Background: an optimization exercise with open tools, aiming at small area. Do not read the settings as production practice.
In this exercise RTL edits were held to simulation tests only and were not proved equivalent to the original.
Power figures rest on the tool's default switching activity, not on a simulated workload.

[design/flow/design.v]
module lifx_registry (
    input  wire [15:0] mtype,
    output reg         known,
    output reg  [6:0]  plen
);
    always @(*) begin
        known = 1'b1;
        case (mtype)
            16'd2:   plen = 7'd0;    
            16'd3:   plen = 7'd5;    
            16'd12:  plen = 7'd0;    
            16'd13:  plen = 7'd14;   
            16'd14:  plen = 7'd0;    
            16'd15:  plen = 7'd20;   
            16'd16:  plen = 7'd0;    
            16'd17:  plen = 7'd14;   
            16'd18:  plen = 7'd0;    
            16'd19:  plen = 7'd20;   
            16'd20:  plen = 7'd0;    
            16'd21:  plen = 7'd6;    
            16'd22:  plen = 7'd2;    
            16'd23:  plen = 7'd0;    
            16'd24:  plen = 7'd32;   
            16'd25:  plen = 7'd32;   
            16'd32:  plen = 7'd0;    
            16'd33:  plen = 7'd12;   
            16'd34:  plen = 7'd0;    
            16'd35:  plen = 7'd24;   
            16'd45:  plen = 7'd0;    
            16'd48:  plen = 7'd0;    
            16'd49:  plen = 7'd56;   
            16'd50:  plen = 7'd56;   
            16'd51:  plen = 7'd0;    
            16'd52:  plen = 7'd56;   
            16'd53:  plen = 7'd56;   
            16'd54:  plen = 7'd0;    
            16'd55:  plen = 7'd56;   
            16'd56:  plen = 7'd56;   
            16'd58:  plen = 7'd64;   
            16'd59:  plen = 7'd64;   
            16'd101: plen = 7'd0;    
            16'd102: plen = 7'd13;   
            16'd103: plen = 7'd21;   
            16'd107: plen = 7'd52;   
            16'd116: plen = 7'd0;    
            16'd117: plen = 7'd6;    
            16'd118: plen = 7'd2;    
            16'd119: plen = 7'd25;   
            16'd120: plen = 7'd0;    
            16'd121: plen = 7'd2;    
            16'd122: plen = 7'd2;    
            default: begin
                known = 1'b0;
                plen  = 7'd0;
            end
        endcase
    end
endmodule
module lifx_parser (
    input  wire         clk,
    input  wire         rst,
    input  wire         in_valid,
    input  wire         in_last,
    input  wire [7:0]   in_data,
    output reg          out_valid,
    output reg  [3:0]   out_status,
    output reg  [15:0]  hdr_size,
    output reg  [11:0]  hdr_protocol,
    output reg          hdr_addressable,
    output reg          hdr_tagged,
    output reg  [1:0]   hdr_origin,
    output reg  [31:0]  hdr_source,
    output reg  [63:0]  hdr_target,
    output reg  [47:0]  hdr_site_id,
    output reg          hdr_res_required,
    output reg          hdr_ack_required,
    output reg  [7:0]   hdr_sequence,
    output reg  [63:0]  hdr_timestamp,
    output reg  [15:0]  hdr_msg_type,
    output reg  [6:0]   pld_len,
    output reg  [511:0] pld_data
);
    localparam HDR_LEN   = 36;
    localparam BUF_BYTES = 100;           
    localparam [3:0] ST_OK           = 4'd0;
    localparam [3:0] ST_MALFORMED    = 4'd2;
    localparam [3:0] ST_UNSUPPORTED  = 4'd3;
    localparam [3:0] ST_INVALID_SIZE = 4'd4;
    localparam [3:0] ST_UNKNOWN_TYPE = 4'd5;
    localparam [3:0] ST_LEN_MISMATCH = 4'd6;
    localparam [3:0] ST_TRUNCATED    = 4'd7;
    reg [8*BUF_BYTES-1:0] pbuf;           
    reg [7:0]             cnt;            
    wire accept = in_valid;
    wire finish = in_valid & in_last;
    always @(posedge clk) begin
        if (rst) begin
            cnt <= 8'd0;
        end else if (accept) begin
            if (in_last)
                cnt <= 8'd0;
            else if (cnt != 8'hff)
                cnt <= cnt + 8'd1;
        end
    end
    wire [8*BUF_BYTES-1:0] pkt;
    genvar gi;
    generate
        for (gi = 0; gi < BUF_BYTES; gi = gi + 1) begin : g_byte
            wire here = (cnt == gi);
            always @(posedge clk) begin
                if (accept && here)
                    pbuf[8*gi +: 8] <= in_data;
            end
            assign pkt[8*gi +: 8] = here ? in_data : pbuf[8*gi +: 8];
        end
    endgenerate
    wire [8:0] ilen = {1'b0, cnt} + 9'd1;
    wire [15:0] f_size      = pkt[15:0];
    wire [15:0] f_w2        = pkt[31:16];
    wire [31:0] f_source    = pkt[63:32];
    wire [63:0] f_target    = pkt[127:64];
    wire [47:0] f_site_id   = pkt[175:128];
    wire [7:0]  f_b22       = pkt[183:176];
    wire [7:0]  f_sequence  = pkt[191:184];
    wire [63:0] f_timestamp = pkt[255:192];
    wire [15:0] f_msg_type  = pkt[271:256];
    wire        reg_known;
    wire [6:0]  reg_plen;
    lifx_registry u_registry (
        .mtype (f_msg_type),
        .known (reg_known),
        .plen  (reg_plen)
    );
    wire [8:0] exp_len = 9'd36 + {2'b00, reg_plen};
    reg [3:0] status;
    always @(*) begin
        if (ilen < HDR_LEN)
            status = ST_MALFORMED;
        else if (f_w2[15:14] != 2'b00)
            status = ST_MALFORMED;
        else if (f_w2[11:0] != 12'd1024)
            status = ST_UNSUPPORTED;
        else if (f_size < 16'd36 || f_size > 16'd128)
            status = ST_INVALID_SIZE;
        else if (!reg_known)
            status = ST_UNKNOWN_TYPE;
        else if (ilen < exp_len)
            status = ST_TRUNCATED;
        else if (f_size != {7'd0, exp_len})
            status = ST_LEN_MISMATCH;
        else
            status = ST_OK;
    end
    wire is_13_17  = (f_msg_type == 16'd13)  || (f_msg_type == 16'd17);
    wire is_15_19  = (f_msg_type == 16'd15)  || (f_msg_type == 16'd19);
    wire is_res0   = (f_msg_type == 16'd102) || (f_msg_type == 16'd103) ||
                     (f_msg_type == 16'd119);
    wire is_107    = (f_msg_type == 16'd107);
    wire [511:0] pld_rec;
    generate
        for (gi = 0; gi < 64; gi = gi + 1) begin : g_pld
            wire reserved = (is_13_17 && (gi == 12 || gi == 13)) ||
                            (is_15_19 && (gi >= 8 && gi <= 15)) ||
                            (is_res0  && (gi == 0)) ||
                            (is_107   && (gi == 8 || gi == 9 || (gi >= 44 && gi <= 51)));
            wire keep = (gi < reg_plen) && !reserved;
            assign pld_rec[8*gi +: 8] = keep ? pkt[8*(HDR_LEN+gi) +: 8] : 8'h00;
        end
    endgenerate
    always @(posedge clk) begin
        if (rst)
            out_valid <= 1'b0;
        else
            out_valid <= finish;
    end
    always @(posedge clk) begin
        if (finish) begin
            out_status       <= status;
            hdr_size         <= f_size;
            hdr_protocol     <= f_w2[11:0];
            hdr_addressable  <= f_w2[12];
            hdr_tagged       <= f_w2[13];
            hdr_origin       <= f_w2[15:14];
            hdr_source       <= f_source;
            hdr_target       <= f_target;
            hdr_site_id      <= f_site_id;
            hdr_res_required <= f_b22[0];
            hdr_ack_required <= f_b22[1];
            hdr_sequence     <= f_sequence;
            hdr_timestamp    <= f_timestamp;
            hdr_msg_type     <= f_msg_type;
            pld_len          <= reg_plen;
            pld_data         <= pld_rec;
        end
    end
endmodule
[design/flow/run.sh]
#!/bin/bash
# synth_recipe.tcl (not shown) runs the flow's synth.tcl, then flattens the netlist and writes it again
# the make line also repeats each setting of config.mk as NAME=value (left out here)
make -C /OpenROAD-flow-scripts/flow DESIGN_CONFIG=/design/flow/config.mk WORK_HOME=/design/flow/orfs CLKGATE_MAP_FILE= SYNTH_SCRIPT=/design/flow/synth_recipe.tcl finish
[design/flow/config.mk]
export PLATFORM = sky130hd
export DESIGN_NAME = lifx_parser
export DESIGN_NICKNAME = lifx_parser
export VERILOG_FILES = /design/flow/design.v
export SDC_FILE = /design/flow/constraint.sdc
export NUM_CORES = 4
export LEC_CHECK = 0
export CAP_MARGIN = 20
export CORE_MARGIN = 2
export CORE_UTILIZATION = 40
export SLEW_MARGIN = 20
[design/flow/constraint.sdc]
create_clock -name core_clock -period 8.0 [get_ports {clk}]
set_input_delay 1.6000 -clock core_clock [delete_from_list [all_inputs] [get_ports {clk}]]
set_output_delay 1.6000 -clock core_clock [all_outputs]
set_load 0.01 [all_outputs]
==> summary.txt <==
Run status
  • Status: no timing/DRC/antenna violations

Clocking
  • Worst skew pair latency: 0.80 ns
  • Clock sink count: 1575
  • # hold bufs at CTS: 0
  • Setup bufs post-CTS: 0
  • PostCTS Resize Cnt: 0
  • Root Buffer: clkbuf_16
  • Clock slew at reported path FFs: 0.06 ns
  • CTS H-tree depth: 4
  • CTS Buffer Depth: 3
  • Clock tree from TritonCTS: done
  • TritonCTS Buffers: 163

Yosys
  • Post-synth EDFFs: 1566
  • Post-synthesis compound-gate area fraction: 0.0838
  • #FFs+latches synth: 1575
  • Synthesized area: 61700 µm²
  • Post-Synth Simple-Gate Area: 0.0794
  • Syn_area_per_cell: 14.3 µm²
  • Sequential area share after synthesis: 0.765
  • Syn. warnings: 2
  • Adder-cell share of the synthesized area: 0.00406
  • Xor/xnor cell area share of the yosys netlist: 0.00221
  • Post-synthesis mux area share: 0.0457
  • Ys flop type: edfxtp_1
  • Post-Synthesis Cells: 4309
  • Async S/R FF share, synth: 0
  • Post-Syn Nets: 4341
  • Unique masters post-synth: 83
  • Main combinational cell family by area after synthesis: compound AO/OA/AOI/OAI gates

Floorplanning
  • Core area: 154000 µm²
  • Die area: 157000 µm²
  • Initial core utilization: 0.402
  • Die X: 397 µm
  • Rows: 144
  • Die H: 397 µm
  • Boundary pin count: 802

Drt
  • Routed Antenna Nets: 0
  • Vias per cell: 5.42
  • Drt first pass iters: 7
  • Total wire length: 193000 µm
  • Residual DRC count: 0
  • Wirelength per Cell: 26.6 µm
  • Initial DRC count: 3907
  • Vias post-DR: 39300

Timing
  • Period utilization: 0.844
  • Minimum clock period: 6.75 ns
  • RSZ-0062 raised after global routing: false
  • Final-report hold violation count: 0
  • Worst Skew: 0.0413 ns
  • Max Fclk: 0.148 GHz
  • Setup_tns: 0 ns
  • Worst-margin pin slew: 1.12 ns
  • Hold slack: 0.535 ns
  • Setup violators final: 0
  • Slew Limit Fails: 0
  • Max_slew headroom: 0.244

Worst setup path
  • Crit path top cell by count: ha_1
  • Crit-path slowest cell: dfxtp_1
  • FF-to-FF path depth: 21
  • CP required: 8.60 ns
  • CP Class: flip-flop to flip-flop
  • Crit path largest cell delay: 0.65 ns
  • Crit path max fanout: 19
  • CP Cell Sequence: nor4b_4 -> buf_4 -> nand2_2 -> mux2i_1 -> inv_1 -> ha_1 -> mux2i_1 -> o221ai_1 -> a2111oi_0 -> or4_4 -> clkinv_1 -> ha_1 -> xnor2_1 -> ha_1 -> a21oi_1 -> o211ai_1 -> a2111oi_0 -> o211ai_1 -> nand4b_1 -> nor4_2 -> a41oi_1
  • Critical Path Source Type: flip-flop
  • CP Capture Type: flip-flop
  • Critical path arrival: 7.35 ns

Placement
  • Post-DP HPWL: 124000 µm
  • Port bufs: 800
  • Placer Congestion: 0.914

GRT
  • Number of global-route vias before repair: 37300
  • Pin count of the biggest net entering global routing: 162
  • Gr usage total: 0.238
  • GR Overflow Total: 0
  • Initial antenna violation count: 1
  • First-pass GRT wire length: 272000 µm

Job
  • Max_cap viols: 0

Cells and area
  • Commonest non-fill, non-tap cell in the layout: edfxtp_1
  • Final nets: 5106
  • Commonest non-fill, non-tap cells in the layout: edfxtp_1 (1566), nand2_1 (801), clkdlybuf4s50_1 (792), a21oi_1 (528), o21ai_0 (339)
  • Ant. Diodes: 0
  • Synth-to-layout area growth: 25.2%
  • Share of layout cells above drive strength 1: 0.120

Power and ir drop
  • IR Drop Worst-Case VDD: 0.167 mV
  • Lkg Pwr: 24.7 nW
  • Pwr Density: 225 nW/µm²

Worst hold path
  • Hold Crit Depth: 1
  • Hold crit path type: flip-flop to flip-flop
## report_power, final
| part | internal (mW) | leakage, nW | total (mW) | switching (mW) |
|---|---|---|---|---|
| Clock | 4.15 | 2.46 | 7.32 | 3.18 |
| Sequential | 9.21 | 14.3 | 9.29 | 0.0794 |
| Combinational | 0.278 | 7.95 | 0.782 | 0.503 |
| Total | 13.6 | 24.7 | 17.4 | 3.76 |
## worst max-delay path: cells and delay by family (launching register included)
family / cells / cell delay [ns]
XOR/XNOR: 1 / 0.14
adder cells (fa/ha/maj): 3 / 1.13
AO/OA/AOI/OAI: 7 / 1.99
AND/OR/NAND/NOR: 5 / 1.20
multiplexers: 2 / 0.74
buffers and inverters: 3 / 0.71
flip-flops: 1 / 0.65
## cell usage after synthesis, types with 10 or more instances
cell type	instances	area (µm²)
edfxtp_1	1566	47000
mux2i_1	17	170
o21ai_0	339	1700
mux2_2	235	2650
nor2_1	155	582
buf_2	19	95.1
a21oi_1	530	2650
nand2_1	814	3060
clkbuf_1	230	863
inv_1	31	116
a21oi_2	10	87.6
buf_1	22	82.6
nor2b_1	12	75.1
ha_1	20	250
nor3_1	78	390
nand2b_1	11	68.8
nand3_1	27	135
## registers in the layout, summed over array words and instances, names as in the netlist
name,cells
pbuf,778
pld_data,512
hdr_target,64
hdr_timestamp,64
hdr_site_id,48
hdr_source,32
hdr_msg_type,16
hdr_size,16
hdr_protocol,12
cnt,8
hdr_sequence,8
pld_len,7
out_status,3
hdr_origin,2
hdr_ack_required,1
hdr_addressable,1
hdr_res_required,1
hdr_tagged,1
out_valid,1
## per-stage QoR
stage           util  area [µm²]  cells  total power [mW]  setup WS, ns
6_report       0.503       77200   7248              17.4          1.25
5_1_grt        0.503       77200   7248              17.9         0.894
3_5_place_dp   0.469       72000   6947              10.3          1.19
2_1_floorplan      -       61700   4309              9.70         0.511
3_3_place_gp   0.468       71900   6946              10.3          1.23
4_1_cts        0.502       77100   7242              17.5          1.36
## metal layers
metal	wire [µm]	global-route usage
met3	17300	0.0659
met2	92000	0.381
met4	5230	0.0667
met1	78200	0.318
met5	0	0
## final timing paths
kind / start / end / slack [ns]
worst max-delay path: cnt[5]$_SDFFE_PP0P_ / out_status[2]$_SDFFCE_PP0P_ / 1.25
worst min-delay path: pbuf[79]$_DFFE_PP_ / hdr_target[15]$_DFFE_PP_ / 0.54
worst min register to register: pbuf[79]$_DFFE_PP_ / hdr_target[15]$_DFFE_PP_ / 0.54
worst max register to register: cnt[5]$_SDFFE_PP0P_ / out_status[2]$_SDFFCE_PP0P_ / 1.25
## cell families (layout without fill, tap and decap cells)
group           count (synthesis)  in the layout
simple gates                 1174           1174
buf+inv                       308           1203
compound gates                965            965
other cells                     1              1
xor+xnor                       14             14
fa+ha+maj                      20             20
flops                        1575           1575
mux                           252            252
## cell type report
| type | count | area, µm² |
|---|---|---|
| timing repair buffer | 875 | 8680 |
| inverter | 33 | 129 |
| tap | 2044 | 2560 |
| clock buffer | 212 | 4370 |
| sequential | 1575 | 47200 |
| multi-input combinational | 2426 | 13600 |
| fill | 13000 | 76300 |
| clock inverter | 83 | 728 |

==> afterwards: timing with drivers on the ports <==
No port has a modelled driver above. Below, the same layout with a new extraction and two added sets of constraints. Step 1 sets driving cells, clkbuf_16 on the clock port and buf_2 on the other inputs (assumed; they add their load-dependent delay and slew). Step 2 adds t to the input delays and takes it off the output delays; t is the mean of the earliest and latest rising clock arrival at the registers after step 1. Input paths then give back, and output paths get back, about the clock's delay inside the block. Slacks: ideal ports / drivers / drivers and shift; pairs: ideal ports / drivers.
t (ns): 0.861
slack for setup (ns): 1.251 / 1.251 / 1.023
hold WS [ns]: 0.535 / 0.535 / 0.535
After both steps setup and hold are still met in this run. The setup slack of this run moves by 0.000 ns with the drivers and by -0.228 ns with both steps.
